This is an optimization exercise on Yosys and OpenROAD, whose aim is small area, a short achievable clock period and few clock cycles, not a production implementation. Function was checked by simulation only, so behaviour that the tests miss may differ from the original. Power figures rest on the tool's default switching activity, not on a simulated workload.

// p1load_sync
module p1load_sync (
    input  wire        clk,
    input  wire        rst,
    input  wire        cmd_valid,
    output wire        cmd_ready,
    input  wire [71:0] cmd_data,
    output reg         rsp_valid,
    output wire [2:0]  rsp_status,
    output wire [31:0] rsp_data,
    output wire        trst_req,
    input  wire        trst_ack,
    output wire        tx_valid,
    input  wire        tx_ready,
    output wire [7:0]  tx_data,
    output wire        tx_last,
    output wire        rx_req,
    output wire [3:0]  rx_max,
    output wire [31:0] rx_timeout,
    input  wire        rx_valid,
    input  wire [7:0]  rx_data,
    input  wire        rx_last,
    input  wire        rx_empty,
    output reg         prog_valid,
    output reg  [2:0]  prog_phase,
    output wire [31:0] prog_offset,
    output wire [31:0] prog_total,
    output wire [12:0] img_addr,
    input  wire [31:0] img_data,
    input  wire [31:0] img_len
);
Size: roughly 320 I/O pins.
export LEC_CHECK = 0
export CAP_MARGIN = 20
export CORE_MARGIN = 2
export CORE_UTILIZATION = 45
export CTS_CLUSTER_DIAMETER = 100
export CTS_CLUSTER_SIZE = 20
export SETUP_SLACK_MARGIN = 5.0
export SLEW_MARGIN = 20
export TNS_END_PERCENT = 20
create_clock -name core_clock -period 8.0 [get_ports {clk}]
standard.sh (not shown) runs the stock make flow with config.mk's settings and CLKGATE_MAP_FILE= SYNTH_SCRIPT=/design/flow/synth_recipe.tcl, a recipe that flattens the netlist after the stock synthesis.
==> flow/flow/run.sh <==
#!/bin/bash
# The standard layout, with plain buf_1 cells as the port buffers
# (every input and output port still gets its own buffer).
set -euo pipefail
export BUFFER_PORTS_ARGS="-buffer_cell sky130_fd_sc_hd__buf_1"
bash standard.sh > orfs_flow.log 2>&1
Testbench counts at the start, summed over its fixed seeds: cycles 50,294.
Change:
--- a/flow/design.v
+++ b/flow/design.v
@@ -60,16 +60,17 @@
     reg [3:0]  rxlen;
     reg [1:0]  hs;              
     reg [1:0]  sess;
     reg [2:0]  last_status;
     reg [3:0]  state;
     reg        s_idle, s_trst, s_warx;    
     reg        hv;              
     reg [3:0]  cm;              
+    reg        c_hs, c_ld, c_fl, c_st, c_sd, c_wa;    
     reg        illegal;         
     reg        ld_bad;
     reg        a0z;
     reg        k1;              
     reg        k0;
     reg [31:0] a;               
     reg [13:0] szw;             
     reg [13:0] cnt;             
@@ -232,16 +233,23 @@
             if (rsp_valid) begin
                 if (last_status == S_TIMEOUT || last_status == S_ERROR)
                     sess <= SESS_FAILED;
             end
             case (state)
                 ST_IDLE: begin
                     if (cmd_valid) begin
                         cm      <= cmd_data[3:0];
+                        c_hs    <= (cmd_data[3:0] == OP_HANDSHAKE);
+                        c_ld    <= (cmd_data[3:0] == OP_LOAD_IMAGE);
+                        c_fl    <= (cmd_data[3:0] == OP_FLUSH);
+                        c_st    <= (cmd_data[3:0] == OP_APPEND_BYTE) ||
+                                   (cmd_data[3:0] == OP_APPEND_WORD);
+                        c_sd    <= (cmd_data[3:0] == OP_SHUTDOWN);
+                        c_wa    <= (cmd_data[3:0] == OP_WAIT_FOR_ACK);
                         illegal <= c_illegal;
                         ld_bad  <= c_ld_bad;
                         a0z     <= c_a0z;
                         a       <= c_a0;
                         szw     <= cmd_data[55:42];
                         go(ST_DEC);
                     end
                 end
@@ -347,25 +355,25 @@
                         go(nxt_free ? ST_TXS : ST_TXP);
                     end
                 end
                 ST_TXP: begin
                     if (txp_go) begin
                         tv   <= 1'b1;
                         tdat <= txbuf[7:0];
                         tl   <= (ix == 4'd15) ||
-                                ({1'b0, ix} == txcur - 5'd1 && cm == OP_FLUSH);
+                                ({1'b0, ix} == txcur - 5'd1 && c_fl);
                         ix   <= ix + 4'd1;
                         if ({1'b0, ix} == txcur - 5'd1) begin
                             ix <= 4'd0;
-                            if (cm == OP_FLUSH || txcur[4])
+                            if (c_fl || txcur[4])
                                 txcur <= 5'd0;
-                            if (cm == OP_FLUSH)
+                            if (c_fl)
                                 go(ST_TXW);
-                            else if (cm == OP_APPEND_BYTE || cm == OP_APPEND_WORD)
+                            else if (c_st)
                                 go(ST_STORE);
                             else
                                 go(ST_TXS);
                         end
                     end
                 end
                 ST_STORE: begin
                     if (txcur[4]) begin
@@ -377,47 +385,39 @@
                 end
                 ST_TXS: begin
                     if (ofree) begin
                         tv    <= 1'b1;
                         tdat  <= gbyte;
                         tl    <= (txcur[3:0] == 4'd15) || gfinal;
                         txcur <= gfinal ? 5'd0 : {1'b0, txcur[3:0] + 4'd1};
                         if (gfinal) begin
-                            if (gm == GM_WORD && cm == OP_LOAD_IMAGE) begin
+                            if (gm == GM_WORD && c_ld) begin
                                 gm  <= GM_F9;
                                 cnt <= 14'd0;
                             end else begin
                                 go(ST_TXW);
                             end
                         end
                     end
                 end
                 ST_TXW: begin
                     if (ofree) begin
-                        case (cm)
-                            OP_HANDSHAKE: begin
-                                prog(3'd1);
-                                cnt        <= 14'd0;
-                                rq         <= 1'b0;
-                                go(ST_RX);
-                            end
-                            OP_LOAD_IMAGE, OP_WAIT_FOR_ACK: begin
-                                go(ST_WARX);
-                            end
-                            OP_SHUTDOWN: begin
-                                sess      <= SESS_DONE;
-                                rsp_valid <= 1'b1;
-                                go(ST_IDLE);
-                            end
-                            default: begin
-                                rsp_valid <= 1'b1;
-                                go(ST_IDLE);
-                            end
-                        endcase
+                        if (c_hs) begin
+                            prog(3'd1);
+                            cnt        <= 14'd0;
+                            rq         <= 1'b0;
+                            go(ST_RX);
+                        end else if (c_ld || c_wa) begin
+                            go(ST_WARX);
+                        end else begin
+                            if (c_sd) sess <= SESS_DONE;
+                            rsp_valid <= 1'b1;
+                            go(ST_IDLE);
+                        end
                     end
                 end
                 ST_WARX: begin
                     if (rx_valid) begin
                         if (rx_empty && a != 32'd1) begin
                             a     <= a - 32'd1;
                             go(ST_TXS);
                         end else if (rx_empty || rx_data != 8'hFE || ackn == 2'd0) begin
@@ -449,27 +449,27 @@
                             rsp_valid <= 1'b1;
                             go(ST_IDLE);
                         end else if (rxcur != rxlen) begin
                             rxcur <= rxcur + 4'd1;
                         end else begin
                             rq    <= 1'b1;
                             ix    <= 4'd0;
                             rxcur <= 4'd0;
-                            if (cm == OP_HANDSHAKE)
+                            if (c_hs)
                                 a <= hv ? 32'd50 : 32'd100;
                         end
                     end else if (rx_valid) begin
                         if (rx_empty) begin
                             rq    <= 1'b0;
                             rxcur <= 4'd0;
                             rxlen <= 4'd0;
                             cact  <= 1'b0;
                             last_status <= S_TIMEOUT;
-                            if (cm == OP_HANDSHAKE) begin
+                            if (c_hs) begin
                                 hs      <= 2'd3;
                                 version <= 8'h00;
                             end
                         end else begin
                             rxbit[ix[2:0]] <= rx_isb;
                             rxval[ix[2:0]] <= rx_data[0];
                             ix <= ix + 4'd1;
                             if (cact)
@@ -523,17 +523,17 @@
     task prog(input [2:0] ph);
         begin
             prog_valid <= 1'b1;
             prog_phase <= ph;
         end
     endtask
     task deliver(input b);
         begin
-            if (cm != OP_HANDSHAKE) begin
+            if (!c_hs) begin
                 cact  <= 1'b0;
                 last_status <= S_OK;
                 rdat  <= {15'd0, b};
             end else if (!hv) begin
                 lfsr <= lfsr_next;
                 if (b != lfsr[0]) begin
                     cact    <= 1'b0;
                     hs      <= 2'd2;
The changed run finished with timing, DRC and antenna clean.
Clock-buffer cell count climbs by 3.
Utilization decreases by 0.85 points.
Total power came out higher by 51%.
Die area grows by 3.4%.
Final cell count rises by 5.1%.
Testbench counts after the change, summed over its fixed seeds: cycles 50,294.

==> separate check: timing with driven ports <==
How much do the figures lean on ideal ports? The routed layouts below were timed once more, with nothing changed but the port constraints.
Step 1 assumes that a clkbuf_16 drives the clock port and a buf_2 every other input.
Step 2 also shifts input and output timing later by t, the mid clock arrival at the registers, as if the neighbouring blocks saw the same clock.
Slacks: ideal / step 1 / step 2; pairs: ideal / step 1.
run | shift t [ns] | slack for setup (ns) | worst hold slack (ns) | clock arrival spread, ns | worst data-port slew with drivers (ns)
the first run | 0.573 | 4.891 / 4.837 / 4.382 | 0.301 / 0.301 / 0.301 | 0.031 / 0.031 | 0.07
the second run | 0.585 | 4.945 / 4.887 / 4.473 | 0.322 / 0.322 / 0.322 | 0.037 / 0.036 | 0.11
After both steps every run listed still meets setup and hold. For the first run, which loses most, drivers alone change the setup slack by -0.054 ns; drivers and shift together by -0.509 ns.
